This is an optimization exercise on Yosys and OpenROAD, whose aim is small area and few clock cycles, not a production implementation.
In this exercise RTL edits were held to simulation tests only and were not proved equivalent to the original.
No activity file was given, so power comes from the tool's default toggle rates. The flow treats the clock pin as an ideal source, which a real chip does not have.

<file path="design/flow/config.mk">
export PLATFORM = sky130hd
export DESIGN_NAME = monome_engine
export DESIGN_NICKNAME = monome_engine
export VERILOG_FILES = /design/flow/design.v
export SDC_FILE = /design/flow/constraint.sdc
export NUM_CORES = 4
export LEC_CHECK = 0
export CAP_MARGIN = 20
export CORE_MARGIN = 2
export CORE_UTILIZATION = 60
export SLEW_MARGIN = 20
</file>
<file path="design/flow/constraint.sdc">
create_clock -name core_clock -period 10.0 [get_ports {clk}]
set_input_delay 2.0000 -clock core_clock [delete_from_list [all_inputs] [get_ports {clk}]]
set_output_delay 2.0000 -clock core_clock [all_outputs]
set_load 0.01 [all_outputs]
</file>
<file path="design/flow/design.v">
module monome_engine (
    input  wire         clk,
    input  wire         rst,             
    input  wire         connected,       
    input  wire         rx_valid,
    input  wire [7:0]   rx_data,
    output wire         rx_ready,
    output wire         tx_valid,
    output wire [7:0]   tx_data,
    input  wire         tx_ready,
    output wire         idle,
    output wire [511:0] grid_led,
    output reg          grid_dirty,
    output reg          arc_dirty,
    input  wire         grid_dirty_clr,
    input  wire         arc_dirty_clr,
    output wire         gq_valid,
    output wire [7:0]   gq_x,
    output wire [7:0]   gq_y,
    output wire         gq_pressed,
    input  wire         gq_pop,
    output wire         aq_valid,
    output wire         aq_press,        
    output wire [7:0]   aq_index,
    output wire [7:0]   aq_value,        
    input  wire         aq_pop
);
    function [5:0] plast;
        input [7:0] o;
        begin
            case (o)
                8'h17, 8'h19, 8'h51, 8'h52:                 plast = 6'd62;   
                8'h06, 8'h08, 8'h10, 8'h11, 8'h20, 8'h21,
                8'h50, 8'h91:                               plast = 6'd63;   
                8'h04, 8'h15, 8'h16, 8'h18, 8'h90:          plast = 6'd0;    
                8'h93:                                      plast = 6'd1;    
                8'h1B, 8'h1C:                               plast = 6'd3;    
                8'h14:                                      plast = 6'd7;    
                8'h02:                                      plast = 6'd29;   
                8'h92:                                      plast = 6'd30;   
                default:                                    plast = 6'd31;   
            endcase
        end
    endfunction
    function has_payload;
        input [7:0] o;
        begin
            case (o)
                8'h02, 8'h04, 8'h06, 8'h08, 8'h10, 8'h11, 8'h14, 8'h15, 8'h16,
                8'h17, 8'h18, 8'h19, 8'h1A, 8'h1B, 8'h1C, 8'h20, 8'h21, 8'h50,
                8'h51, 8'h52, 8'h90, 8'h91, 8'h92, 8'h93: has_payload = 1'b1;
                default:                                  has_payload = 1'b0;
            endcase
        end
    endfunction
    function is_query;
        input [7:0] o;
        begin
            is_query = (o == 8'h00) || (o == 8'h01) || (o == 8'h03) ||
                       (o == 8'h05) || (o == 8'h0F);
        end
    endfunction
    reg         phase;           
    reg  [7:0]  op;
    reg  [5:0]  pcnt;
    reg  [7:0]  p0;              
    reg         yv;              
    reg  [2:0]  yr;              
    localparam [2:0] K_CLR = 3'd0, K_00 = 3'd1, K_01 = 3'd2, K_03 = 3'd3,
                     K_05 = 3'd4, K_0F = 3'd5;
    reg  [2:0]  tx_kind;
    reg  [5:0]  tx_cnt;          
    wire        seq_busy = (tx_cnt != 6'd0);
    wire        clearing = seq_busy && (tx_kind == K_CLR);
    wire [7:0]  b = rx_data;
    reg         gq_fill, aq_fill;  
    reg  [2:0]  rp;              
    reg  [4:0]  ph;              
    reg         pend;            
    reg  [2:0]  pend_kind;
    wire        id_busy  = (seq_busy && tx_kind == K_01) || (pend && pend_kind == K_01);
    wire        conflict = !phase && ((seq_busy && is_query(b) && pend) || (id_busy && b == 8'h02));
    wire        gq_ok    = !gq_fill && (gq_n[3:1] == 3'd0 || rp == gq_tp);
    wire        aq_ok    = !aq_fill && (aq_n[3:1] == 3'd0 || rp == aq_tp);
    wire        q_wait   = phase && (((pcnt == 6'd63) && (op == 8'h20 || op == 8'h21) && !gq_ok) ||
                                     ((pcnt == 6'd63) && op == 8'h50 && !aq_ok) ||
                                     ((pcnt == 6'd62) && (op == 8'h51 || op == 8'h52) && !aq_ok));
    wire        id_wait  = phase && op == 8'h02 && pcnt != 6'd62 && ph != pcnt[4:0] + 5'd2;
    assign rx_ready = connected && !clearing && !conflict && !q_wait && !id_wait;
    wire        acc = rx_valid && rx_ready;
    wire        last = phase ? (pcnt == plast(op)) : !has_payload(b);
    wire        at_p0  = acc && phase && (pcnt == 6'd62);
    wire        at_p1  = acc && phase && (pcnt == 6'd63);
    wire        at_dat = acc && phase && !pcnt[5];
    wire [4:0]  k      = pcnt[4:0];
    always @(posedge clk) begin
        if (rst) begin
            phase <= 1'b0;
        end else if (acc) begin
            if (!phase) begin
                op   <= b;
                pcnt <= 6'd62;
                phase <= has_payload(b);
            end else begin
                pcnt <= pcnt + 6'd1;
                if (last)
                    phase <= 1'b0;
            end
        end
    end
    always @(posedge clk) begin
        if (at_p0)
            p0 <= b;
        if (at_p1) begin
            yv <= (b[7:3] == 5'd0);
            yr <= b[2:0];
        end
    end
    assign idle = !phase && !seq_busy && !gq_fill && !aq_fill;
    reg [3:0] brightness;
    always @(posedge clk) begin
        if (rst)
            brightness <= 4'd15;
        else if (at_p0 && op == 8'h17)
            brightness <= b[3:0];
    end
    reg  [7:0] id [0:31];
    wire       tx_fire  = tx_valid && tx_ready;
    wire       id_p0    = at_p0 && op == 8'h02;
    wire       id_load  = acc && phase && op == 8'h02;
    wire [7:0] id_in    = clearing ? 8'h00 : id_load ? b : id[0];
    integer j;
    always @(posedge clk) begin
        for (j = 0; j < 31; j = j + 1)
            id[j] <= id[j + 1];
        id[31] <= id_in;
    end
    always @(posedge clk) begin
        if (rst)
            ph <= 5'd0;
        else
            ph <= id_p0 ? 5'd1 : ph + 5'd1;
    end
    wire [4:0] id_slot  = 5'd0 - tx_cnt[4:0] - ph;
    wire       id_ready = (id_slot[1:0] == 2'b00);
    wire grid_cmd = (b >= 8'h10 && b <= 8'h1C && b != 8'h17);
    wire arc_cmd  = (b >= 8'h90 && b <= 8'h93);
    wire op_acc   = acc && !phase;
    always @(posedge clk) begin
        if (rst) begin
            grid_dirty <= 1'b1;
            arc_dirty  <= 1'b0;
        end else begin
            if (op_acc && grid_cmd)
                grid_dirty <= 1'b1;
            else if (grid_dirty_clr)
                grid_dirty <= 1'b0;
            if (op_acc && arc_cmd)
                arc_dirty <= 1'b1;
            else if (arc_dirty_clr)
                arc_dirty <= 1'b0;
        end
    end
    wire        xv     = (p0[7:4] == 4'd0);
    wire        bv     = (b[7:3] == 5'd0);
    wire [3:0]  hi     = b[7:4];
    wire [3:0]  lo     = b[3:0];
    wire w_all   = rst || (acc && !phase && (b == 8'h12 || b == 8'h13)) ||
                   (at_p0 && op == 8'h19);
    wire w_one1  = at_p1 && (op == 8'h10 || op == 8'h11);     
    wire w_one2  = at_dat && op == 8'h18;                      
    wire w_mapc  = at_p1 && op == 8'h14;                       
    wire w_map   = at_dat && op == 8'h14;
    wire w_rowc  = at_p1 && op == 8'h15;                       
    wire w_row   = at_dat && op == 8'h15;
    wire w_colc  = at_p1 && op == 8'h16;                       
    wire w_col   = at_dat && op == 8'h16;
    wire w_nmap  = at_dat && op == 8'h1A;
    wire w_nrow  = at_dat && op == 8'h1B;
    wire w_ncol  = at_dat && op == 8'h1C;
    reg  [15:0] colen;
    reg  [7:0]  rowen;
    integer c, r;
    always @* begin
        for (c = 0; c < 16; c = c + 1) begin
            colen[c] = w_all ||
                       ((w_one1 || w_one2 || w_colc || w_col || w_ncol) && xv && p0[3:0] == c) ||
                       ((w_mapc || w_rowc) && xv && p0[3] == c[3]) ||
                       ((w_map || w_row) && xv && p0[3] == c[3] && b[c % 8]) ||
                       ((w_nmap || w_nrow) && xv && p0[3] == c[3] && k[1:0] == c[2:1]);
        end
        for (r = 0; r < 8; r = r + 1) begin
            rowen[r] = w_all ||
                       (w_one1 && bv && b[2:0] == r) ||
                       (w_rowc && bv && b[2:0] == r) ||
                       ((w_one2 || w_row || w_nrow) && yv && yr == r) ||
                       ((w_colc || w_mapc) && bv) ||
                       (w_col && yv && b[r]) ||
                       (w_map && yv && k[2:0] == r) ||
                       (w_nmap && yv && k[4:2] == r) ||
                       (w_ncol && yv && k[1:0] == r[2:1]);
        end
    end
    reg [3:0] bus [0:3];
    integer l, p;
    always @* begin
        for (l = 0; l < 2; l = l + 1) begin
            for (p = 0; p < 2; p = p + 1) begin
                if (rst)
                    bus[2 * l + p] = 4'd0;
                else if (phase && (op == 8'h1A || op == 8'h1B))
                    bus[2 * l + p] = (l == 0) ? hi : lo;
                else if (phase && op == 8'h1C)
                    bus[2 * l + p] = (p == 0) ? hi : lo;
                else if (phase && (op == 8'h18 || op == 8'h19))
                    bus[2 * l + p] = lo;
                else if (phase && (op == 8'h15 || op == 8'h16))
                    bus[2 * l + p] = pcnt[5] ? 4'd0 : 4'd15;
                else if (phase && op == 8'h14)
                    bus[2 * l + p] = pcnt[5] ? 4'd0 : brightness;
                else if (phase ? (op == 8'h11) : (b == 8'h13))
                    bus[2 * l + p] = brightness;
                else
                    bus[2 * l + p] = 4'd0;
            end
        end
    end
    genvar gx, gy;
    generate
        for (gy = 0; gy < 8; gy = gy + 1) begin : g_row
            for (gx = 0; gx < 16; gx = gx + 1) begin : g_col
                reg [3:0] level;
                always @(posedge clk) begin
                    if (colen[gx] && rowen[gy])
                        level <= bus[2 * (gx % 2) + (gy % 2)];
                end
                assign grid_led[4 * (16 * gy + gx) +: 4] = level;
            end
        end
    endgenerate
    wire        gq_push = at_p1 && (op == 8'h20 || op == 8'h21);
    wire [16:0] gq_in   = {op[0], b, p0};
    wire        aq_push = (at_p1 && op == 8'h50) || (at_p0 && (op == 8'h51 || op == 8'h52));
    wire [16:0] aq_in   = (op == 8'h50) ? {1'b0, p0, b} : {1'b1, b, 7'd0, op[1]};
    always @(posedge clk) begin
        if (rst)
            rp <= 3'd0;
        else
            rp <= (rp == 3'd6) ? 3'd0 : rp + 3'd1;
    end
    reg [16:0] gq_h, aq_h;
    reg [16:0] gq_r [0:6];
    reg [16:0] aq_r [0:6];
    reg [3:0]  gq_n, aq_n;
    reg [2:0]  gq_hp, gq_tp, aq_hp, aq_tp;
    wire gq_do_pop = gq_pop && gq_valid;
    wire aq_do_pop = aq_pop && aq_valid;
    wire gq_wr_ring = gq_push && gq_n != 4'd0;
    wire gq_h_ring  = (gq_push && gq_n[3]) || (gq_fill && rp == gq_hp);
    wire aq_wr_ring = aq_push && aq_n != 4'd0;
    wire aq_h_ring  = (aq_push && aq_n[3]) || (aq_fill && rp == aq_hp);
    function [2:0] inc7;
        input [2:0] v;
        begin
            inc7 = (v == 3'd6) ? 3'd0 : v + 3'd1;
        end
    endfunction
    integer q;
    always @(posedge clk) begin
        for (q = 0; q < 6; q = q + 1) begin
            gq_r[q] <= gq_r[q + 1];
            aq_r[q] <= aq_r[q + 1];
        end
        gq_r[6] <= gq_wr_ring ? gq_in : gq_r[0];
        aq_r[6] <= aq_wr_ring ? aq_in : aq_r[0];
        if (gq_push && gq_n == 4'd0)
            gq_h <= gq_in;
        else if (gq_h_ring)
            gq_h <= gq_r[0];
        if (aq_push && aq_n == 4'd0)
            aq_h <= aq_in;
        else if (aq_h_ring)
            aq_h <= aq_r[0];
    end
    always @(posedge clk) begin
        if (rst) begin
            gq_n <= 4'd0; gq_hp <= 3'd0; gq_tp <= 3'd0; gq_fill <= 1'b0;
            aq_n <= 4'd0; aq_hp <= 3'd0; aq_tp <= 3'd0; aq_fill <= 1'b0;
        end else begin
            if (gq_push) begin
                if (gq_n[3]) begin
                    gq_hp <= inc7(gq_hp);
                    gq_tp <= inc7(gq_tp);
                end else begin
                    gq_n <= gq_n + 4'd1;
                    if (gq_n == 4'd1) begin        
                        gq_hp <= rp;
                        gq_tp <= inc7(rp);
                    end else if (gq_n != 4'd0)
                        gq_tp <= inc7(gq_tp);
                end
            end else if (gq_fill) begin
                if (rp == gq_hp) begin
                    gq_fill <= 1'b0;
                    gq_hp   <= inc7(gq_hp);
                end
            end else if (gq_do_pop) begin
                gq_n    <= gq_n - 4'd1;
                gq_fill <= (gq_n != 4'd1);
            end
            if (aq_push) begin
                if (aq_n[3]) begin
                    aq_hp <= inc7(aq_hp);
                    aq_tp <= inc7(aq_tp);
                end else begin
                    aq_n <= aq_n + 4'd1;
                    if (aq_n == 4'd1) begin        
                        aq_hp <= rp;
                        aq_tp <= inc7(rp);
                    end else if (aq_n != 4'd0)
                        aq_tp <= inc7(aq_tp);
                end
            end else if (aq_fill) begin
                if (rp == aq_hp) begin
                    aq_fill <= 1'b0;
                    aq_hp   <= inc7(aq_hp);
                end
            end else if (aq_do_pop) begin
                aq_n    <= aq_n - 4'd1;
                aq_fill <= (aq_n != 4'd1);
            end
        end
    end
    assign gq_valid   = (gq_n != 4'd0);
    assign gq_x       = gq_h[7:0];
    assign gq_y       = gq_h[15:8];
    assign gq_pressed = gq_h[16];
    assign aq_valid = (aq_n != 4'd0);
    assign aq_press = aq_h[16];
    assign aq_index = aq_h[15:8];
    assign aq_value = aq_h[7:0];
    wire       start_q = acc && !phase && is_query(b);
    reg  [2:0] q_kind;
    always @* begin
        case (b)
            8'h00:   q_kind = K_00;
            8'h01:   q_kind = K_01;
            8'h03:   q_kind = K_03;
            8'h05:   q_kind = K_05;
            default: q_kind = K_0F;
        endcase
    end
    function [5:0] klen;
        input [2:0] kk;
        begin
            case (kk)
                K_00:    klen = 6'd6;
                K_01:    klen = 6'd33;
                K_03:    klen = 6'd4;
                K_05:    klen = 6'd3;
                default: klen = 6'd8;
            endcase
        end
    endfunction
    wire tx_end = tx_fire && tx_cnt == 6'd1;
    always @(posedge clk) begin
        if (rst) begin
            tx_kind <= K_CLR;
            tx_cnt  <= 6'd32;
            pend    <= 1'b0;
        end else begin
            if (start_q && (!seq_busy || tx_end)) begin
                tx_kind <= q_kind;
                tx_cnt  <= klen(q_kind);
            end else if (tx_end && pend) begin
                tx_kind <= pend_kind;
                tx_cnt  <= klen(pend_kind);
            end else if (clearing || tx_fire) begin
                tx_cnt <= tx_cnt - 6'd1;
            end
            if (start_q && seq_busy && !tx_end) begin
                pend      <= 1'b1;
                pend_kind <= q_kind;
            end else if (tx_end) begin
                pend <= 1'b0;
            end
        end
    end
    reg [7:0] rom;
    always @* begin
        rom = 8'h00;
        case (tx_kind)
            K_00: case (tx_cnt[2:0])
                      3'd5: rom = 8'h01;
                      3'd4, 3'd2, 3'd1: rom = 8'h02;
                      default: rom = 8'h00;
                  endcase
            K_01: rom = (tx_cnt == 6'd33) ? 8'h01 : id[{id_slot[4:2], 2'b00}];
            K_03: case (tx_cnt[2:0])
                      3'd4: rom = 8'h02;
                      3'd3: rom = 8'h01;
                      default: rom = 8'h00;
                  endcase
            K_05: case (tx_cnt[1:0])
                      2'd3: rom = 8'h03;
                      2'd2: rom = 8'h10;
                      default: rom = 8'h08;
                  endcase
            default: rom = 8'h00;
        endcase
    end
    assign tx_valid = seq_busy && !clearing &&
                      !(tx_kind == K_01 && tx_cnt != 6'd33 && !id_ready);
    assign tx_data  = rom;
endmodule
</file>
<file path="design/flow/flow/run.sh">
#!/bin/bash
# The standard layout, with these changes:
# - after the standard synthesis, its combinational cells are mapped again
#   with an area-oriented ABC script (reopt.tcl, area.abc); flip-flops are
#   kept as they are, with their names and cell types;
# - port buffers use the smallest buffer cell;
# - clock tree synthesis adds no dummy loads and clusters up to 25
#   flip-flops (within 150 um) per leaf buffer.
set -euo pipefail
export BUFFER_PORTS_ARGS="-buffer_cell sky130_fd_sc_hd__buf_1"
export CTS_ARGS="-sink_clustering_enable -repair_clock_nets -dont_use_dummy_load -sink_clustering_size 25 -sink_clustering_max_diameter 150"
R=orfs/results/${FLOW_PLATFORM}/monome_engine/base
YOSYS=${YOSYS_EXE:-$FLOW_HOME/../tools/install/yosys/bin/yosys}
LIB=$FLOW_HOME/platforms/sky130hd/lib/sky130_fd_sc_hd__tt_025C_1v80.lib

bash standard.sh synth > standard_synth.log 2>&1

cp $R/1_2_yosys.v $R/1_2_yosys_standard.v
export REOPT_IN=$R/1_2_yosys_standard.v
export REOPT_OUT=$R/1_2_yosys.v
export REOPT_LIB=$LIB
export REOPT_SCRIPT=flow/area.abc
export REOPT_DONT_USE="$(grep -oE 'cell *\("?sky130_fd_sc_hd__(lpflow|probe)[a-z0-9_]*' $LIB | sed -E 's/cell *\("?//' | sort -u | tr '\n' ' ')"
$YOSYS -c flow/reopt.tcl > reopt.log 2>&1
rm -f $R/1_synth.odb $R/1_synth.sdc

bash standard.sh finish > standard_flow.log 2>&1
</file>
<file path="design/flow/flow/area.abc">
strash
dch -f
map -a
mfs2
strash
dch -f
map -a
topo
</file>
<file path="design/flow/flow/reopt.tcl">
# Re-map the combinational cells of the standard synthesis's netlist with
# an area-oriented ABC script. Flip-flops are kept as black boxes, so every
# register keeps its instance name and cell type.
# env: REOPT_IN, REOPT_OUT, REOPT_LIB, REOPT_SCRIPT, REOPT_DONT_USE
yosys read_liberty -ignore_miss_func $::env(REOPT_LIB)
yosys read_verilog $::env(REOPT_IN)
yosys hierarchy -top monome_engine
yosys setattr -mod -set blackbox 1 sky130_fd_sc_hd__*df*
yosys flatten
yosys opt -purge
set du {}
foreach c $::env(REOPT_DONT_USE) { lappend du -dont_use $c }
yosys abc -liberty $::env(REOPT_LIB) -script $::env(REOPT_SCRIPT) {*}$du
yosys opt_clean -purge
yosys hilomap -singleton -hicell sky130_fd_sc_hd__conb_1 HI -locell sky130_fd_sc_hd__conb_1 LO
yosys splitnets
yosys opt_clean -purge
yosys rename -enumerate
yosys blackbox sky130_fd_sc_hd__*
yosys hierarchy -top monome_engine
yosys tee -o reopt_stat.txt stat -liberty $::env(REOPT_LIB)

yosys write_verilog -noattr -nohex -nodec $::env(REOPT_OUT)
</file>
<file path="design/flow/standard.sh">
#!/bin/bash
# synth_recipe.tcl (not shown) runs the flow's synth.tcl, then flattens the netlist and writes it again
# the make line also repeats each setting of config.mk as NAME=value (left out here)
make -C /OpenROAD-flow-scripts/flow DESIGN_CONFIG=/design/flow/config.mk WORK_HOME=/design/flow/orfs CLKGATE_MAP_FILE= SYNTH_SCRIPT=/design/flow/synth_recipe.tcl "${@:-finish}"
</file>
==> out/qor.yml, run 1 <==
route:
  finalWirelength_um: 92820
  post_drt_wl_per_cell_um: 24.95
  dr.pass1.iters: 5
  via_per_inst: 5.705
  num_vias: 21224
  postRouteAntennaNets: 0
  drc_errors: 0
  drtIter0Drc: 2228
sta:
  setup_viol: 0
  grt_setup_unrepaired: "false"
  drv_slew: 0
  max_freq_mhz: 145.9
  min_period_over_period_pct: 68.55
  hold_viol_final: 0
  tightest_slew_ps: 1170
  maxSlewHeadroom_pct: 21.41
  post-route-min-period_ps: 6855
  finClkSkew_ps: 44.93
  holdWs_ps: 308.5
  tns_ps: 0
placed_design:
  dp_cells: 3668
  port_buffers: 577
  placed_cell_area_um2: 37410
  finalWeightedCongestion: 0.9273
  dpl.hpwl_um: 65880
worst_setup_path:
  critPathCaptureType: "output pin"
  reg2reg_depth: 17
  path_max_fanout: 18
  r2r_end: "g_row[6].g_col[12].level[2]"
  reg2reg_from: "op[1]"
  start_kind: "register"
  ff2ff_setup_slack_ps: 3940
  crit_type: "register to output pin"
  cp.arrival_ps: 4860
  cp_data_required_time_ps: 8000
worst_hold_path:
  hold_path_end: "gq_r[3][12]"
  min_path_type: "register to register"
  min_path_cells: 0
  hp-start: "gq_r[4][12]"
synthesis:
  netlist_area_um2: 33590
  ys_warn_count: 5
  synthCells: 2286
  syn_area_per_cell_um2: 14.69
  synth_fp_nets: 2303
pwr:
  seqPwrFrac_pct: 63.0
  p_int_uw: 5991
  switching_share_pct: 23.83
  switchingPower_uw: 1874
  ir_drop_mv: 0.2094
  p_per_area_nw_per_um2: 203.1
  combinationalPowerShare_pct: 9.6
  power_frac_clock_pct: 27.4
  static-leakage-power_uw: 0.01338
floorplan:
  fp.dieW_um: 240.6
  die_h_um: 240.6
  start_util_pct: 60.85
  rows: 86
  io_pins: 578
  die_area_um2: 57890
  core_area_um2: 55200
layout:
  area_delta_synth_final_pct: 15.27
  seq_area_um2: 28100
  fillCellCount: 3843
  instances_no_fill: 3720
  layout-drive-gt1-share_pct: 5.047
  layout_commonest_cell: "buf_1"
  diodes: 0
  nets: 2991
  multi_input_area_um2: 5205
  most-common-layout-cells: "buf_1 (577), edfxtp_1 (575), dfxtp_1 (541), nor2_1 (384)"
  fin_area_um2: 38720
cts:
  clkTransAtPathRegs_ps: 100
  clock_sinks: 1116
  cts_buffers: 50
  postCtsSetupRepairBufs: 0
  postCtsHoldBufs: 0
  htree_levels: 2
  cts.repair.resized: 0
  cts-root-buf: "clkbuf_16"
  clk_path_buf_depth: 3
  cts_tree: "yes"
  insertion_delay_ps: 630
run_status:
  status: "no timing/DRC/antenna violations"
global_route:
  grt_usage_pct: 31.29
  antenna_found_initial: 1
  grt_max_degree: 36
  grt_pass1_wl_um: 131800
  overflow: 0
  grt_pass1_vias: 19890
flow_run:
  cap_violations: 0
critical path: stages (launching register included):
cell      delay (ps)
dfxtp_1          460
clkinv_1         160
nor2_1           240
nor2_1            90
nor3_1           160
clkinv_1         130
nor2_1           190
clkinv_1          90
nand2_1          530
clkinv_1         630
nor2_1           410
clkinv_1         150
nor2_1           120
clkinv_1         180
o311ai_0         320
o211ai_1         200
buf_1            170
sequential cells by signal (all words and copies together) (netlist names), 4 cells and up:
name and flops:
g_row.g_col.level 512, id 256, aq_r 119, gq_r 119, aq_h 17, gq_h 17
op 8, p0 8, pcnt 6, tx_cnt 6, ph 5, aq_n 4
brightness 4, gq_n 4
stage by stage:
step / worst slack [ps] / power, µW / utilization (%)
2_1_floorplan: 3307 / 5488 / -
3_3_place_gp: 3103 / 5767 / 67.73
3_5_place_dp: 2999 / 5795 / 67.78
4_1_cts: 3168 / 7886 / 70.04
5_1_grt: 2530 / 8119 / 70.14
6_report: 3145 / 7866 / 70.14
worst max-delay path by stage:
| stage | from | to | slack (ps) | depth (start not counted) |
|---|---|---|---|---|
| global placement | rx_data[1] | g_row[7].g_col[14].level[1] | 3100 | 13 |
| CTS | tx_cnt[1] | tx_data[0] | 3170 | 16 |
| floorplan | rx_data[6] | g_row[2].g_col[0].level[0] | 3310 | 12 |
| detailed placement | rx_data[1] | g_row[1].g_col[14].level[3] | 3000 | 13 |
| global route | tx_cnt[1] | tx_data[0] | 2530 | 16 |
| finish | tx_cnt[1] | tx_data[0] | 3140 | 16 |
power by group through the flow:
stage,registers [µW],logic (µW),clock network (µW)
6_report,4960,751,2160
3_5_place_dp,5060,736,0
3_3_place_gp,5060,710,0
5_1_grt,4970,818,2330
2_1_floorplan,5080,408,0
4_1_cts,4950,742,2190
area by class of cell:
| class | count | area share, % |
|---|---|---|
| well taps | 748 | 2.417 |
| multi-input cells | 1018 | 13.44 |
| clock buffers | 50 | 3.231 |
| flip-flops and latches | 1116 | 72.57 |
| repair buffers | 636 | 6.870 |
| inverters | 152 | 1.474 |
layer usage:
layer  share of wire [%]  vias to the layer above  track usage (%)
met5               0.011                        -                0
li1                    -                     9429                -
met2                  48                     1117            50.73
met3                 8.6                      176            5.410
met4                 3.8                        2            11.18
met1                  39                    10500            43.17
Testbench counts, summed over its fixed seeds: cycles 35,137.
==> run 2, diff against run 1 <==
--- a/design/flow/config.mk
+++ b/design/flow/config.mk
@@ -7,5 +7,5 @@
 export LEC_CHECK = 0
 export CAP_MARGIN = 20
 export CORE_MARGIN = 2
-export CORE_UTILIZATION = 60
+export CORE_UTILIZATION = 75
 export SLEW_MARGIN = 20
==> run 2 against run 1 <==
Net effect:
- flip-flop and latch count did not move
- non-clock buffer count fell by 1
- fmax decreased by 7.3%
- still clean
- largest cell class unchanged
- critical path depth decreased by 1
- cell area down 0.60%
- hold slack hardly changed
- clock skew is 19 ps higher
- final cell count shrank 4.2%
- global-route usage is 16 points higher
==> out/qor.yml, run 2 <==
flow_run:
  cap_violations: 0  # unchanged
route:
  drtIter0Drc: 4167  # was 2,228
  num_vias: 23811  # was 21,224
  dr.pass1.iters: 8  # was 5
  drc_errors: 0  # unchanged
  via_per_inst: 6.679  # was 5.705
  post_drt_wl_per_cell_um: 31.03  # was 24.95 µm
  postRouteAntennaNets: 0  # unchanged
  finalWirelength_um: 110600  # was 92,820 µm
sta:
  grt_setup_unrepaired: "false"  # unchanged
  post-route-min-period_ps: 7397  # was 6855 ps
  drv_slew: 0  # unchanged
  tightest_slew_ps: 1122  # was 1170 ps
  max_freq_mhz: 135.2  # was 145.9 MHz
  setup_viol: 0  # unchanged
  finClkSkew_ps: 64.05  # was 44.93 ps
  setup_ws_ps: 2603  # was 3145 ps
  tns_ps: 0  # unchanged
  hold_viol_final: 0  # unchanged
  maxSlewHeadroom_pct: 24.69  # was 21.41%
  min_period_over_period_pct: 73.97  # was 68.55%
global_route:
  grt_pass1_wl_um: 158000  # was 131,800 µm
  overflow: 0  # unchanged
  grt_pass1_vias: 23126  # was 19,890
  antenna_found_initial: 7  # was 1
  grt_max_degree: 35  # was 36
  grt_usage_pct: 47.32  # was 31.29%
floorplan:
  die_h_um: 215.6  # was 240.6 µm
  core_area_um2: 44220  # was 55,200 µm²
  io_pins: 578  # unchanged
  fp.dieW_um: 215.6  # was 240.6 µm
  start_util_pct: 75.96  # was 60.85%
  rows: 77  # was 86
  die_area_um2: 46490  # was 57,890 µm²
cts:
  insertion_delay_ps: 660  # was 630 ps
  cts-root-buf: "clkbuf_16"  # unchanged
  cts_tree: "yes"  # unchanged
  cts.repair.resized: 0  # unchanged
  clkTransAtPathRegs_ps: 100  # about the same
  clk_path_buf_depth: 3  # unchanged
  postCtsSetupRepairBufs: 0  # unchanged
  postCtsHoldBufs: 0  # unchanged
  cts_buffers: 50  # unchanged
  htree_levels: 2  # unchanged
  clock_sinks: 1116  # unchanged
synthesis:
  syn_area_per_cell_um2: 14.69  # unchanged
  ys_warn_count: 5  # unchanged
  netlist_area_um2: 33590  # unchanged
  synth_fp_nets: 2303  # unchanged
  synthCells: 2286  # unchanged
worst_hold_path:
  hp-start: "id[25][5]"  # was gq_r[4][12]
  min_path_type: "register to register"  # unchanged
worst_setup_path:
  path_common_cell: "nor2_1"  # was clkinv_1
  start_kind: "register"  # unchanged
  reg2reg_from: "op[1]"  # unchanged
  cp.arrival_ps: 5400  # was 4860 ps
  crit_slowest_cell: "nand2_1"  # was clkinv_1
  crit_chain: "clkinv_1, nor2_1, nor2_1, nor3_1, clkinv_1, nor2_1, o211ai_1, nand2_1, clkinv_1, nor2_1, o21ai_0, o311ai_0, o311ai_0, o211ai_1, buf_1"  # was clkinv_1, nor2_1, nor2_1, nor3_1, clkinv_1, nor2_1, clkinv_1, nand2_1, clkinv_1, nor2_1, clkinv_1, nor2_1, clkinv_1, o311ai_0, o211ai_1, buf_1
  crit_type: "register to output pin"  # unchanged
  crit_path_max_incr_delay_ps: 650  # was 630 ps
  cp_data_required_time_ps: 8000  # about the same
  path_max_fanout: 18  # unchanged
  critPathCaptureType: "output pin"  # unchanged
  worstSetupStartpoint: "tx_cnt[1]"  # unchanged
layout:
  reg_top3: "g_row.g_col.level x512, id x256"  # unchanged
  most-common-layout-cells: "buf_1 (577), edfxtp_1 (575), dfxtp_1 (541), nor2_1 (384)"  # unchanged
  nets: 2990  # was 2,991
  fin_area_um2: 38490  # was 38,720 µm²
  layout-drive-gt1-share_pct: 5.116  # was 5.047%
  multi_input_area_um2: 5195  # was 5205 µm²
  largest_register_ff_count: 512  # unchanged
  fillCellCount: 1764  # was 3,843
  regMostFlops: "g_row.g_col.level"  # unchanged
  area_delta_synth_final_pct: 14.58  # was 15.27%
  layout_commonest_cell: "buf_1"  # unchanged
  seq_area_um2: 28100  # unchanged
placed_design:
  dpl.hpwl_um: 72920  # was 65,880 µm
  placed_cell_area_um2: 37180  # was 37,410 µm²
  port_buffers: 577  # unchanged
  post-place-ws_ps: 3190  # was 2999 ps
  finalWeightedCongestion: 0.9958  # was 0.9273
pwr:
  p_per_area_nw_per_um2: 210.1  # was 203.1 nW/µm²
  static-leakage-power_uw: 0.01338  # about the same
  ir_drop_mv: 0.2327  # was 0.2094 mV
run_status:
  status: "no timing/DRC/antenna violations"  # unchanged
## run 2: critical path: cells and delay by family, from the launching register on
| family | cells | cell delay (ps) |
|---|---|---|
| buffers and inverters | 4 | 1240 |
| AOI/OAI and AO/OA | 5 | 1080 |
| and+or+nand+nor | 6 | 1900 |
| DFF | 1 | 490 |
## run 2: path summary, 6_finish.rpt
kind	slack, ps	to	cells after the start
max	2600	tx_data[0]	15
min	310	id[24][5]	0
max reg2reg	3840	g_row[1].g_col[2].level[1]	18
min reg2reg	310	id[24][5]	0
## run 2: metal layers
| layer | vias up | share of wire, % | GRT usage, % |
|---|---|---|---|
| li1 | 9429 | - | - |
| met1 | 11291 | 32 | 59.48 |
| met2 | 2423 | 47 | 75.05 |
| met3 | 660 | 14 | 13.87 |
| met4 | 8 | 7.2 | 26.00 |
| met5 | - | 0.045 | 0 |
## run 2: area by class of cell
cell class / count / area share (%)
well taps: 592 / 1.925
clock buffers: 50 / 3.251
multi-input cells: 1018 / 13.50
flip-flops and latches: 1116 / 73.00
inverters: 152 / 1.482
diodes: 2 / 0.01300
repair buffers: 635 / 6.830
## run 2: where the power goes
| group | switching, µW | total [µW] | internal [µW] | leakage (µW) |
|---|---|---|---|---|
| combinational | 685 | 888 | 202 | 0.00278 |
| sequential | 82.6 | 4980 | 4890 | 0.00999 |
| clock | 1330 | 2230 | 897 | 0.000616 |
## run 2: metrics by stage
step	hold slack [ps]	cells	total power [µW]	utilization (%)
6_report	308.8	3565	8088	87.04
5_1_grt	310.2	3564	8205	87.03
4_1_cts	313.8	3562	7981	86.91
3_5_place_dp	312.1	3512	5844	84.08
3_3_place_gp	309.9	3511	5748	84.05
2_1_floorplan	309.6	2286	5488	-
==> run 3, diff against run 2 <==
==> design/flow/config.mk (replaced) <==
export PLATFORM = sky130hd
export DESIGN_NAME = monome_engine
export DESIGN_NICKNAME = monome_engine
export VERILOG_FILES = /design/flow/design.v
export SDC_FILE = /design/flow/constraint.sdc
export NUM_CORES = 4
export LEC_CHECK = 0
export CAP_MARGIN = 10
export CORE_MARGIN = 2
export CORE_UTILIZATION = 60
export GPL_TIMING_DRIVEN = 0
export SLEW_MARGIN = 10
==> run 3 against run 2 <==
Net effect:
- setup slack worse by 360 ps
- power is 2.7% lower
- synthesized cell count stayed put
- non-clock buffer count is 4 lower
- synthesized area stayed put
- critical endpoint is now rx_ready
- die area is 25% higher
- clock skew is 13 ps higher
- hold slack worse by 7.6 ps
- combinational power is 15% lower
- cell area is 1.4% higher
==> out/qor.yml, run 3 <==
cts:
  postCtsSetupRepairBufs: 0  # unchanged
  cts-root-buf: "clkbuf_16"  # unchanged
  cts_tree: "yes"  # unchanged
  cts.repair.resized: 0  # unchanged
  postCtsHoldBufs: 0  # unchanged
  clkTransAtPathRegs_ps: 100  # about the same
  htree_levels: 2  # unchanged
  insertion_delay_ps: 650  # was 660 ps
  clk_path_buf_depth: 3  # unchanged
  cts_buffers: 50  # unchanged
  clock_sinks: 1116  # unchanged
placed_design:
  dp_cells: 3665  # was 3,512
  post-place-ws_ps: 1825  # was 3190 ps
  port_buffers: 577  # unchanged
  finalWeightedCongestion: 0.9122  # was 0.9958
  placed_cell_area_um2: 37760  # was 37,180 µm²
  dpl.hpwl_um: 65680  # was 72,920 µm
synthesis:
  synth_fp_nets: 2303  # unchanged
  synthCells: 2286  # unchanged
  ys_warn_count: 5  # unchanged
  netlist_area_um2: 33590  # unchanged
  syn_area_per_cell_um2: 14.69  # unchanged
route:
  dr.pass1.iters: 6  # was 8
  postRouteAntennaNets: 0  # unchanged
  finalWirelength_um: 89790  # was 110,600 µm
  drtIter0Drc: 2158  # was 4,167
  num_vias: 21003  # was 23,811
  post_drt_wl_per_cell_um: 24.17  # was 31.03 µm
  drc_errors: 0  # unchanged
  via_per_inst: 5.654  # was 6.679
sta:
  tightest_slew_ps: 1255  # was 1122 ps
  maxSlewHeadroom_pct: 15.69  # was 24.69%
  hold_viol_final: 0  # unchanged
  tns_ps: 0  # unchanged
  max_freq_mhz: 129.0  # was 135.2 MHz
  setup_viol: 0  # unchanged
  grt_setup_unrepaired: "false"  # unchanged
  post-route-min-period_ps: 7753  # was 7397 ps
  finClkSkew_ps: 77.04  # was 64.05 ps
  setup_ws_ps: 2247  # was 2603 ps
  drv_slew: 0  # unchanged
  min_period_over_period_pct: 77.53  # was 73.97%
floorplan:
  start_util_pct: 60.85  # was 75.96%
  rows: 86  # was 77
  die_area_um2: 57890  # was 46,490 µm²
  fp.dieW_um: 240.6  # was 215.6 µm
  die_h_um: 240.6  # was 215.6 µm
  core_area_um2: 55200  # was 44,220 µm²
  io_pins: 578  # unchanged
global_route:
  grt_busiest_layer: "met2"  # unchanged
  grt_usage_pct: 30.28  # was 47.32%
  grt_use_met1_pct: 41.92  # was 59.48%
  grt_max_degree: 37  # was 35
  grt_pass1_vias: 19852  # was 23,126
  overflow: 0  # unchanged
  grt_pass1_wl_um: 128200  # was 158,000 µm
  grt_use_met3_pct: 4.712  # was 13.87%
  antenna_found_initial: 1  # was 7
  grtUsageMet2_pct: 49.23  # was 75.05%
pwr:
  ir_drop_mv: 0.1791  # was 0.2327 mV
  static-leakage-power_uw: 0.01346  # was 0.01338 µW
  p_per_area_nw_per_um2: 201.7  # was 210.1 nW/µm²
worst_setup_path:
  critPathCaptureType: "output pin"  # unchanged
  crit_path_max_incr_delay_ps: 820  # was 650 ps
  cp.arrival_ps: 5750  # was 5400 ps
  crit_type: "input pin to output pin"  # was register to output pin
  crit_chain: "buf_1, clkinv_1, nor2_1, nor2_1, o21ai_0, o21ai_0, nand3_1, nor2_1, a21oi_1, clkinv_1, nor2_1, buf_1"  # was clkinv_1, nor2_1, nor2_1, nor3_1, clkinv_1, nor2_1, o211ai_1, nand2_1, clkinv_1, nor2_1, o21ai_0, o311ai_0, o311ai_0, o211ai_1, buf_1
  path_common_cell: "nor2_1"  # unchanged
  start_kind: "input pin"  # was register
  cpLargestDelayFamily: "buffers and inverters"  # was simple AND/OR/NAND/NOR gates
  crit_slowest_cell: "buf_1"  # was nand2_1
  path_max_fanout: 12  # was 18
  path_buf_inv: 4  # unchanged
  cp_data_required_time_ps: 8000  # about the same
layout:
  layout_commonest_cell: "buf_1"  # unchanged
  multi_input_area_um2: 5328  # was 5195 µm²
  layout-drive-gt1-share_pct: 5.393  # was 5.116%
  instances_no_fill: 3715  # was 3,565
  seq_area_um2: 28100  # unchanged
  largest_register_ff_count: 512  # unchanged
  area_delta_synth_final_pct: 16.15  # was 14.58%
  fillCellCount: 3831  # was 1,764
  final_util_pct: 70.68  # was 87.04%
  most-common-layout-cells: "buf_1 (576), edfxtp_1 (575), dfxtp_1 (541), nor2_1 (382)"  # was buf_1 (577), edfxtp_1 (575), dfxtp_1 (541), nor2_1 (384)
  reg_top3: "g_row.g_col.level x512, id x256"  # unchanged
  fin_area_um2: 39010  # was 38,490 µm²
  regMostFlops: "g_row.g_col.level"  # unchanged
  diodes: 0  # was 2
  nets: 2986  # was 2,990
flow_run:
  cap_violations: 0  # unchanged
worst_hold_path:
  min_path_type: "register to register"  # unchanged
run_status:
  status: "no timing/DRC/antenna violations"  # unchanged
==> run 3: layout make-up <==
class / count / share of cell area (%)
Inverter: 152 / 1.462
Clock buffer: 50 / 3.207
Timing Repair Buffer: 631 / 7.261
Sequential cell: 1116 / 72.02
Tap cell: 748 / 2.399
Multi-Input combinational cell: 1018 / 13.66
==> run 3: routing by layer <==
metal | share of wire (%) | up-vias | wire length (µm)
met5 | 0 | - | 0
met4 | 3.6 | 0 | 3224
met3 | 8.2 | 171 | 7319
met2 | 48 | 1036 | 43150
met1 | 40 | 10366 | 36100
li1 | - | 9430 | -
==> run 3: power breakdown <==
part	switching [µW]	leakage (µW)	internal, µW	total [µW]
sequential	59.4	0.00999	4890	4950
clock	1270	0.000616	895	2160
combinational	558	0.00285	198	756
total	1880	0.0135	5980	7870
==> run 3: final timing paths <==
path	from	endpoint	slack, ps	depth (start not counted)
worst max register to register	op[1]	g_row[3].g_col[10].level[1]	3670	20
worst max-delay path	rx_data[1]	rx_ready	2250	12
worst min register to register	gq_r[3][9]	gq_r[2][9]	300	0
worst min-delay path	gq_r[3][9]	gq_r[2][9]	300	0
==> run 3: per-stage QoR <==
step / hold WS (ps) / power (µW)
6_report: 301.2 / 7868
5_1_grt: 310.9 / 8122
4_1_cts: 305.6 / 7888
3_5_place_dp: 312.1 / 5800
3_3_place_gp: 309.9 / 5759
2_1_floorplan: 309.6 / 5488
==> run 4, diff against run 3 <==
--- a/design/flow/flow/run.sh
+++ b/design/flow/flow/run.sh
@@ -4,11 +4,11 @@
 #   with an area-oriented ABC script (reopt.tcl, area.abc); flip-flops are
 #   kept as they are, with their names and cell types;
 # - port buffers use the smallest buffer cell;
-# - clock tree synthesis adds no dummy loads and clusters up to 25
+# - clock tree synthesis adds no dummy loads and clusters up to 30
 #   flip-flops (within 150 um) per leaf buffer.
 set -euo pipefail
 export BUFFER_PORTS_ARGS="-buffer_cell sky130_fd_sc_hd__buf_1"
-export CTS_ARGS="-sink_clustering_enable -repair_clock_nets -dont_use_dummy_load -sink_clustering_size 25 -sink_clustering_max_diameter 150"
+export CTS_ARGS="-sink_clustering_enable -repair_clock_nets -dont_use_dummy_load -sink_clustering_size 30 -sink_clustering_max_diameter 150"
 R=orfs/results/${FLOW_PLATFORM}/monome_engine/base
 YOSYS=${YOSYS_EXE:-$FLOW_HOME/../tools/install/yosys/bin/yosys}
 LIB=$FLOW_HOME/platforms/sky130hd/lib/sky130_fd_sc_hd__tt_025C_1v80.lib
--- a/design/flow/config.mk
+++ b/design/flow/config.mk
@@ -8,5 +8,4 @@
 export CAP_MARGIN = 10
 export CORE_MARGIN = 2
 export CORE_UTILIZATION = 60
-export GPL_TIMING_DRIVEN = 0
 export SLEW_MARGIN = 10
==> run 4 against run 3 <==
Net effect:
- global-route usage up 0.45 points
- fmax is 15% higher
- critical path type is now register to output pin
- synthesized area unchanged
- count of clock-buffer cells in the layout down 7
- sequential power about the same
- flip-flop and latch count unchanged
- largest power group unchanged
- sequential share of layout area is 1.0 points higher
==> out/qor.yml, run 4 <==
layout:
  most-common-layout-cells: "buf_1 (577), edfxtp_1 (575), dfxtp_1 (541), nor2_1 (384)"  # was buf_1 (576), edfxtp_1 (575), dfxtp_1 (541), nor2_1 (382)
  area_delta_synth_final_pct: 14.55  # was 16.15%
  multi_input_area_um2: 5205  # was 5328 µm²
  layout_commonest_cell: "buf_1"  # unchanged
  nets: 2981  # was 2,986
  regMostFlops: "g_row.g_col.level"  # unchanged
  layout-drive-gt1-share_pct: 4.727  # was 5.393%
  fillCellCount: 3834  # was 3,831
  seq_area_um2: 28100  # unchanged
  largest_register_ff_count: 512  # unchanged
  reg_top3: "g_row.g_col.level x512, id x256"  # unchanged
worst_setup_path:
  crit_chain: "clkinv_1, nor2_1, nor2_1, nor3_1, clkinv_1, nor2_1, clkinv_1, nand2_1, clkinv_1, nor2_1, clkinv_1, nor2_1, clkinv_1, o311ai_0, o211ai_1, buf_1"  # was buf_1, clkinv_1, nor2_1, nor2_1, o21ai_0, o21ai_0, nand3_1, nor2_1, a21oi_1, clkinv_1, nor2_1, buf_1
  crit_path_max_incr_delay_ps: 610  # was 820 ps
  cpLargestDelayFamily: "simple AND/OR/NAND/NOR gates"  # was buffers and inverters
  start_kind: "register"  # was input pin
  crit_type: "register to output pin"  # was input pin to output pin
  cp.arrival_ps: 4740  # was 5750 ps
  crit_slowest_cell: "clkinv_1"  # was buf_1
  critPathCaptureType: "output pin"  # unchanged
  path_buf_inv: 7  # was 4
  cp_data_required_time_ps: 8000  # about the same
  path_common_cell: "clkinv_1"  # was nor2_1
  path_max_fanout: 18  # was 12
flow_run:
  cap_violations: 0  # unchanged
cts:
  cts_tree: "yes"  # unchanged
  cts.repair.resized: 0  # unchanged
  clkTransAtPathRegs_ps: 110  # was 100 ps
  postCtsHoldBufs: 0  # unchanged
  postCtsSetupRepairBufs: 0  # unchanged
  insertion_delay_ps: 610  # was 650 ps
  cts_buffers: 43  # was 50
  cts-root-buf: "clkbuf_16"  # unchanged
  clock_sinks: 1116  # unchanged
  clk_path_buf_depth: 3  # unchanged
  htree_levels: 2  # unchanged
pwr:
  p_per_area_nw_per_um2: 200.6  # was 201.7 nW/µm²
  static-leakage-power_uw: 0.01327  # was 0.01346 µW
  ir_drop_mv: 0.1902  # was 0.1791 mV
  power_uw: 7718  # was 7868 µW
placed_design:
  dpl.hpwl_um: 65570  # was 65,680 µm
  finalWeightedCongestion: 0.9273  # was 0.9122
  port_buffers: 577  # unchanged
global_route:
  grt_pass1_vias: 19613  # was 19,852
  grt_max_degree: 36  # was 37
  grt_pass1_wl_um: 129500  # was 128,200 µm
  overflow: 0  # unchanged
  antenna_found_initial: 3  # was 1
  grt_usage_pct: 30.73  # was 30.28%
route:
  num_vias: 20973  # was 21,003
  via_per_inst: 5.652  # was 5.654
  dr.pass1.iters: 6  # unchanged
  finalWirelength_um: 91700  # was 89,790 µm
  post_drt_wl_per_cell_um: 24.71  # was 24.17 µm
  drc_errors: 0  # unchanged
  postRouteAntennaNets: 0  # unchanged
  drtIter0Drc: 1968  # was 2,158
sta:
  tns_ps: 0  # unchanged
  drv_slew: 0  # unchanged
  hold_viol_final: 0  # unchanged
  grt_setup_unrepaired: "false"  # unchanged
  setup_viol: 0  # unchanged
  holdWs_ps: 279.9  # was 301.2 ps
  finClkSkew_ps: 54.79  # was 77.04 ps
  tightest_slew_ps: 1264  # was 1255 ps
  post-route-min-period_ps: 6738  # was 7753 ps
  maxSlewHeadroom_pct: 15.74  # was 15.69%
  min_period_over_period_pct: 67.38  # was 77.53%
  max_freq_mhz: 148.4  # was 129.0 MHz
floorplan:
  die_h_um: 240.6  # unchanged
  fp.dieW_um: 240.6  # unchanged
  io_pins: 578  # unchanged
  rows: 86  # unchanged
  core_area_um2: 55200  # unchanged
  start_util_pct: 60.85  # unchanged
  die_area_um2: 57890  # unchanged
synthesis:
  netlist_area_um2: 33590  # unchanged
  ys_warn_count: 5  # unchanged
  synthCells: 2286  # unchanged
  synth_fp_nets: 2303  # unchanged
  syn_area_per_cell_um2: 14.69  # unchanged
run_status:
  status: "no timing/DRC/antenna violations"  # unchanged
worst_hold_path:
  min_path_type: "register to register"  # unchanged
==> run 4: cell count changes in the layout (fill, tap and decap cells not counted), moves of 9 or more <==
cell	before	now
a221oi_1	7	17
a221oi_2	11	1
buf_12	9	0
buf_2	10	0
buf_4	14	55
buf_8	19	0
==> run 4: power breakdown <==
group	total (µW)	internal, µW	switching, µW
sequential	4960	4890	63.1
combinational	747	204	543
clock	2020	779	1240
total	7720	5880	1840
==> run 4: routing by layer <==
| metal | GRT usage, % | routed length (µm) |
|---|---|---|
| met1 | 42.62 | 36970 |
| met2 | 49.85 | 44150 |
| met5 | 0 | 23 |
| met3 | 5.090 | 7365 |
| met4 | 10.75 | 3178 |
==> run 4: final cells by class <==
cell class / count / share of cell area (%)
well taps: 748 / 2.432
clock buffers: 43 / 2.797
flip-flops and latches: 1116 / 73.02
diodes: 1 / 0.006504
repair buffers: 633 / 6.731
multi-input cells: 1018 / 13.53
inverters: 152 / 1.483
==> run 4: final timing paths <==
path | start | endpoint | slack, ps | cells past startpoint
worst max-delay path | tx_cnt[1] | tx_data[0] | 3260 | 16
worst min-delay path | id[18][6] | id[17][6] | 280 | 0
worst max register to register | op[1] | g_row[7].g_col[1].level[0] | 3900 | 17
worst min register to register | id[18][6] | id[17][6] | 280 | 0
==> run 4: worst reg2reg max path: stages, from the launching register on <==
cell	delay [ps]
edfxtp_1	590
clkinv_1	290
nor2_1	220
clkinv_1	200
nor3_1	260
clkinv_1	110
nor3_1	370
clkinv_1	160
nor3_1	180
o41ai_1	140
nand2_1	410
clkinv_1	180
nand2_1	400
nor2_1	210
a31oi_1	190
clkinv_1	450
a221oi_4	1090
nor2_1	320
==> run 4: through the flow <==
step / area (µm²) / utilization [%] / cells / setup WS [ps]
floorplan: 33590 / - / 2286 / 3307
global placement: 37390 / 67.73 / 3666 / 3103
detailed placement: 37390 / 67.73 / 3666 / 2955
CTS: 38460 / 69.68 / 3709 / 3245
global route: 38470 / 69.70 / 3710 / 2757
finish: 38480 / 69.70 / 3711 / 3262
==> run 5, diff against run 4 <==
--- a/design/flow/design.v
+++ b/design/flow/design.v
@@ -80,8 +80,11 @@
     reg  [2:0]  pend_kind;
     wire        id_busy  = (seq_busy && tx_kind == K_01) || (pend && pend_kind == K_01);
     wire        conflict = !phase && ((seq_busy && is_query(b) && pend) || (id_busy && b == 8'h02));
-    wire        gq_ok    = !gq_fill && (gq_n[3:1] == 3'd0 || rp == gq_tp);
-    wire        aq_ok    = !aq_fill && (aq_n[3:1] == 3'd0 || rp == aq_tp);
+    wire        gq_next  = phase && pcnt == 6'd63 && (op == 8'h20 || op == 8'h21);
+    wire        aq_next  = phase && ((pcnt == 6'd63 && op == 8'h50) ||
+                                     (pcnt == 6'd62 && (op == 8'h51 || op == 8'h52)));
+    wire        gq_ok    = !gq_fill && !gq_n[3] && (gq_n[2:1] == 2'd0 || rp == gq_tp);
+    wire        aq_ok    = !aq_fill && !aq_n[3] && (aq_n[2:1] == 2'd0 || rp == aq_tp);
     wire        q_wait   = phase && (((pcnt == 6'd63) && (op == 8'h20 || op == 8'h21) && !gq_ok) ||
                                      ((pcnt == 6'd63) && op == 8'h50 && !aq_ok) ||
                                      ((pcnt == 6'd62) && (op == 8'h51 || op == 8'h52) && !aq_ok));
@@ -255,10 +258,12 @@
     reg [2:0]  gq_hp, gq_tp, aq_hp, aq_tp;
     wire gq_do_pop = gq_pop && gq_valid;
     wire aq_do_pop = aq_pop && aq_valid;
-    wire gq_wr_ring = gq_push && gq_n != 4'd0;
-    wire gq_h_ring  = (gq_push && gq_n[3]) || (gq_fill && rp == gq_hp);
-    wire aq_wr_ring = aq_push && aq_n != 4'd0;
-    wire aq_h_ring  = (aq_push && aq_n[3]) || (aq_fill && rp == aq_hp);
+    wire        gq_drop = gq_next && gq_n[3] && !gq_fill && rp == gq_hp;
+    wire        aq_drop = aq_next && aq_n[3] && !aq_fill && rp == aq_hp;
+    wire [16:0] gq_sel  = gq_push ? gq_in : gq_r[0];
+    wire [16:0] aq_sel  = aq_push ? aq_in : aq_r[0];
+    wire        gq_hld  = (gq_push && gq_n == 4'd0) || gq_drop || (gq_fill && rp == gq_hp);
+    wire        aq_hld  = (aq_push && aq_n == 4'd0) || aq_drop || (aq_fill && rp == aq_hp);
     function [2:0] inc7;
         input [2:0] v;
         begin
@@ -271,16 +276,12 @@
             gq_r[q] <= gq_r[q + 1];
             aq_r[q] <= aq_r[q + 1];
         end
-        gq_r[6] <= gq_wr_ring ? gq_in : gq_r[0];
-        aq_r[6] <= aq_wr_ring ? aq_in : aq_r[0];
-        if (gq_push && gq_n == 4'd0)
-            gq_h <= gq_in;
-        else if (gq_h_ring)
-            gq_h <= gq_r[0];
-        if (aq_push && aq_n == 4'd0)
-            aq_h <= aq_in;
-        else if (aq_h_ring)
-            aq_h <= aq_r[0];
+        gq_r[6] <= gq_sel;
+        aq_r[6] <= aq_sel;
+        if (gq_hld)
+            gq_h <= gq_sel;
+        if (aq_hld)
+            aq_h <= aq_sel;
     end
     always @(posedge clk) begin
         if (rst) begin
@@ -288,17 +289,15 @@
             aq_n <= 4'd0; aq_hp <= 3'd0; aq_tp <= 3'd0; aq_fill <= 1'b0;
         end else begin
             if (gq_push) begin
-                if (gq_n[3]) begin
-                    gq_hp <= inc7(gq_hp);
+                gq_n <= gq_n + 4'd1;
+                if (gq_n == 4'd1) begin            
+                    gq_hp <= rp;
+                    gq_tp <= inc7(rp);
+                end else if (gq_n != 4'd0)
                     gq_tp <= inc7(gq_tp);
-                end else begin
-                    gq_n <= gq_n + 4'd1;
-                    if (gq_n == 4'd1) begin        
-                        gq_hp <= rp;
-                        gq_tp <= inc7(rp);
-                    end else if (gq_n != 4'd0)
-                        gq_tp <= inc7(gq_tp);
-                end
+            end else if (gq_drop) begin
+                gq_n  <= 4'd7;
+                gq_hp <= inc7(gq_hp);
             end else if (gq_fill) begin
                 if (rp == gq_hp) begin
                     gq_fill <= 1'b0;
@@ -309,17 +308,15 @@
                 gq_fill <= (gq_n != 4'd1);
             end
             if (aq_push) begin
-                if (aq_n[3]) begin
-                    aq_hp <= inc7(aq_hp);
+                aq_n <= aq_n + 4'd1;
+                if (aq_n == 4'd1) begin            
+                    aq_hp <= rp;
+                    aq_tp <= inc7(rp);
+                end else if (aq_n != 4'd0)
                     aq_tp <= inc7(aq_tp);
-                end else begin
-                    aq_n <= aq_n + 4'd1;
-                    if (aq_n == 4'd1) begin        
-                        aq_hp <= rp;
-                        aq_tp <= inc7(rp);
-                    end else if (aq_n != 4'd0)
-                        aq_tp <= inc7(aq_tp);
-                end
+            end else if (aq_drop) begin
+                aq_n  <= 4'd7;
+                aq_hp <= inc7(aq_hp);
             end else if (aq_fill) begin
                 if (rp == aq_hp) begin
                     aq_fill <= 1'b0;
--- a/design/flow/flow/run.sh
+++ b/design/flow/flow/run.sh
@@ -4,11 +4,11 @@
 #   with an area-oriented ABC script (reopt.tcl, area.abc); flip-flops are
 #   kept as they are, with their names and cell types;
 # - port buffers use the smallest buffer cell;
-# - clock tree synthesis adds no dummy loads and clusters up to 30
+# - clock tree synthesis adds no dummy loads and clusters up to 25
 #   flip-flops (within 150 um) per leaf buffer.
 set -euo pipefail
 export BUFFER_PORTS_ARGS="-buffer_cell sky130_fd_sc_hd__buf_1"
-export CTS_ARGS="-sink_clustering_enable -repair_clock_nets -dont_use_dummy_load -sink_clustering_size 30 -sink_clustering_max_diameter 150"
+export CTS_ARGS="-sink_clustering_enable -repair_clock_nets -dont_use_dummy_load -sink_clustering_size 25 -sink_clustering_max_diameter 150"
 R=orfs/results/${FLOW_PLATFORM}/monome_engine/base
 YOSYS=${YOSYS_EXE:-$FLOW_HOME/../tools/install/yosys/bin/yosys}
 LIB=$FLOW_HOME/platforms/sky130hd/lib/sky130_fd_sc_hd__tt_025C_1v80.lib
--- a/design/flow/config.mk
+++ b/design/flow/config.mk
@@ -5,7 +5,7 @@
 export SDC_FILE = /design/flow/constraint.sdc
 export NUM_CORES = 4
 export LEC_CHECK = 0
-export CAP_MARGIN = 10
+export CAP_MARGIN = 20
 export CORE_MARGIN = 2
 export CORE_UTILIZATION = 60
-export SLEW_MARGIN = 10
+export SLEW_MARGIN = 20
==> run 5 against run 4 <==
Net effect:
- sequential share of layout area increased by 0.42 points
- register-to-register slack improved by 550 ps
- hold slack better by 19 ps
- critical path type is now input pin to output pin
- cell area shrank 0.57%
- final cell count down 0.92%
- fmax is 4.5% lower
- via count shrank 0.37%
- setup slack worse by 320 ps
- global-route usage increased by 1.3 points
- largest cell class unchanged
- core utilization fell by 0.26 points
- flip-flop and latch count is the same
==> out/qor.yml, run 5 <==
cts:
  cts_buffers: 50  # was 43
  cts-root-buf: "clkbuf_16"  # unchanged
  postCtsSetupRepairBufs: 0  # unchanged
  htree_levels: 2  # unchanged
  insertion_delay_ps: 620  # was 610 ps
  postCtsHoldBufs: 0  # unchanged
  cts_tree: "yes"  # unchanged
  cts.repair.resized: 0  # unchanged
  clock_sinks: 1116  # unchanged
  clk_path_buf_depth: 3  # unchanged
  clkTransAtPathRegs_ps: 90  # was 110 ps
placed_design:
  finalWeightedCongestion: 0.9787  # was 0.9273
  dpl.hpwl_um: 66380  # was 65,570 µm
  placed_cell_area_um2: 37010  # was 37,390 µm²
  port_buffers: 577  # unchanged
  dp_cells: 3627  # was 3,666
floorplan:
  start_util_pct: 60.71  # was 60.85%
  die_h_um: 240.1  # was 240.6 µm
  core_area_um2: 55090  # was 55,200 µm²
  die_area_um2: 57650  # was 57,890 µm²
  rows: 86  # unchanged
  io_pins: 578  # unchanged
  fp.dieW_um: 240.1  # was 240.6 µm
route:
  wl_met1_um: 37120  # was 36,970 µm
  drtIter0Drc: 2300  # was 1,968
  dr_wl_met2_um: 44890  # was 44,150 µm
  post_drt_wl_per_cell_um: 25.59  # was 24.71 µm
  via_per_inst: 5.683  # was 5.652
  dr.pass1.iters: 6  # unchanged
  num_vias: 20895  # was 20,973
  finalWirelength_um: 94090  # was 91,700 µm
  postRouteAntennaNets: 0  # unchanged
  routed.top_layer: "met5"  # unchanged
  dr_wl_met3_um: 8361  # was 7365 µm
  drc_errors: 0  # unchanged
worst_hold_path:
  hold_path_end: "id[8][7]"  # was id[17][6]
  hp-start: "id[9][7]"  # was id[18][6]
  min_path_type: "register to register"  # unchanged
  min_path_cells: 0  # unchanged
sta:
  hold_viol_final: 0  # unchanged
  max_freq_mhz: 141.7  # was 148.4 MHz
  post-route-min-period_ps: 7055  # was 6738 ps
  maxSlewHeadroom_pct: 26.14  # was 15.74%
  min_period_over_period_pct: 70.55  # was 67.38%
  tns_ps: 0  # unchanged
  setup_viol: 0  # unchanged
  grt_setup_unrepaired: "false"  # unchanged
  tightest_slew_ps: 1104  # was 1264 ps
  finClkSkew_ps: 36.28  # was 54.79 ps
  drv_slew: 0  # unchanged
  holdWs_ps: 299.3  # was 279.9 ps
layout:
  multi_input_area_um2: 4855  # was 5205 µm²
  fillCellCount: 3902  # was 3,834
  largest_register_ff_count: 512  # unchanged
  seq_area_um2: 28100  # unchanged
  area_delta_synth_final_pct: 14.38  # was 14.55%
  instances_no_fill: 3677  # was 3,711
  nets: 2948  # was 2,981
  layout-drive-gt1-share_pct: 4.063  # was 4.727%
  regMostFlops: "g_row.g_col.level"  # unchanged
  diodes: 0  # was 1
  most-common-layout-cells: "buf_1 (576), edfxtp_1 (575), dfxtp_1 (541), nor2_1 (337), clkinv_1 (182)"  # was buf_1 (577), edfxtp_1 (575), dfxtp_1 (541), nor2_1 (384)
  layout_commonest_cell: "buf_1"  # unchanged
  fin_area_um2: 38260  # was 38,480 µm²
  reg_top3: "g_row.g_col.level x512, id x256"  # unchanged
run_status:
  status: "no timing/DRC/antenna violations"  # unchanged
worst_setup_path:
  cp.arrival_ps: 5060  # was 4740 ps
  crit_type: "input pin to output pin"  # was register to output pin
  start_kind: "input pin"  # was register
  cp_data_required_time_ps: 8000  # about the same
  critPathCaptureType: "output pin"  # unchanged
  worstSetupStartpoint: "rx_data[0]"  # was tx_cnt[1]
  reg2reg_depth: 15  # was 17
  path_max_fanout: 11  # was 18
  r2r_end: "g_row[3].g_col[14].level[0]"  # was g_row[7].g_col[1].level[0]
  reg2reg_from: "op[1]"  # unchanged
  ff2ff_setup_slack_ps: 4450  # was 3900 ps
synthesis:
  synthCells: 2266  # was 2,286
  synth_fp_nets: 2283  # was 2,303
  ys_warn_count: 5  # unchanged
  syn_area_per_cell_um2: 14.76  # was 14.69 µm²
  netlist_area_um2: 33450  # was 33,590 µm²
global_route:
  antenna_found_initial: 4  # was 3
  grt_usage_pct: 32.05  # was 30.73%
  grt_pass1_vias: 19561  # was 19,613
  overflow: 0  # unchanged
  grt_pass1_wl_um: 133000  # was 129,500 µm
  grt_max_degree: 40  # was 36
pwr:
  ir_drop_mv: 0.2015  # was 0.1902 mV
  p_per_area_nw_per_um2: 207.8  # was 200.6 nW/µm²
  power_uw: 7952  # was 7718 µW
  static-leakage-power_uw: 0.01318  # was 0.01327 µW
flow_run:
  cap_violations: 0  # unchanged
## run 5: per-stage QoR
stage,setup WS [ps],utilization [%]
detailed placement,3113,67.17
finish,2945,69.44
global route,2548,69.44
floorplan,4482,-
global placement,3306,67.16
CTS,3097,69.44
## run 5: report_power, final
part | switching (µW) | total [µW] | internal [µW]
combinational | 577 | 785 | 208
sequential | 74.8 | 5020 | 4940
clock | 1260 | 2150 | 895
total | 1910 | 7950 | 6050
## run 5: how the worst max path moves through the flow
stage,endpoint,slack [ps],cells after the start
floorplan,gq_h[0],4480,13
global placement,rx_ready,3310,14
detailed placement,rx_ready,3110,14
CTS,rx_ready,3100,14
global route,tx_data[1],2550,20
finish,rx_ready,2940,14
## run 5: critical path: stages
cell,delay [ps]
buf_1,70
buf_4,210
clkinv_1,450
nor2_1,510
clkinv_1,270
o31ai_1,260
nand2_1,120
nor2_1,130
nand2_1,70
o21ai_0,80
nand2_1,90
nand2_1,390
a21oi_1,160
buf_1,210
## run 5: metal layers
| metal | vias up | track usage [%] |
|---|---|---|
| met3 | 210 | 6.797 |
| met4 | 4 | 12.35 |
| met2 | 1135 | 51.63 |
| li1 | 9244 | - |
| met1 | 10302 | 43.16 |
| met5 | - | 0 |
## run 5: layout make-up
class                   instances  area share (%)
clock buffers                  50           3.270
multi-input cells             968           12.69
flip-flops and latches       1116           73.44
well taps                     748           2.446
inverters                     182           1.786
repair buffers                613           6.371
Testbench counts of run 5, summed over its fixed seeds: cycles 35,207.

==> afterwards: timing with drivers on the ports <==
In the flow no input, the clock included, has a driving cell. The finished layouts below were timed again as built, in two steps. Step 1 (the two cells are an assumption about what drives the block):
set clk [get_ports {clk}]
set_driving_cell -lib_cell sky130_fd_sc_hd__clkbuf_16 $clk
set_driving_cell -lib_cell sky130_fd_sc_hd__buf_2 [delete_from_list [all_inputs] $clk]
Step 2 moves the port delays by t, midway between the first and last clock arrival at a register: inputs arrive t later, outputs are due t later. That takes back most of the time a late clock gives input paths. Three values: ideal, step 1, step 2; two values: the first two.
| run | t, ns | setup slack, ns | worst setup path at the end |
|---|---|---|---|
| run 1 | 0.674 | 3.145 / 3.080 / 2.804 | input to register |
| run 2 | 0.694 | 2.603 / 2.540 / 2.849 | input to register |
| run 3 | 0.675 | 2.247 / 2.214 / 1.648 | input to register |
| run 4 | 0.649 | 3.262 / 3.197 / 2.781 | input to register |
| run 5 | 0.667 | 2.945 / 2.918 / 2.918 | input to output |
After both steps setup and hold are still met in every run listed. The setup slack of run 3, which loses most, moves by -0.033 ns with the drivers and by -0.599 ns with both steps.
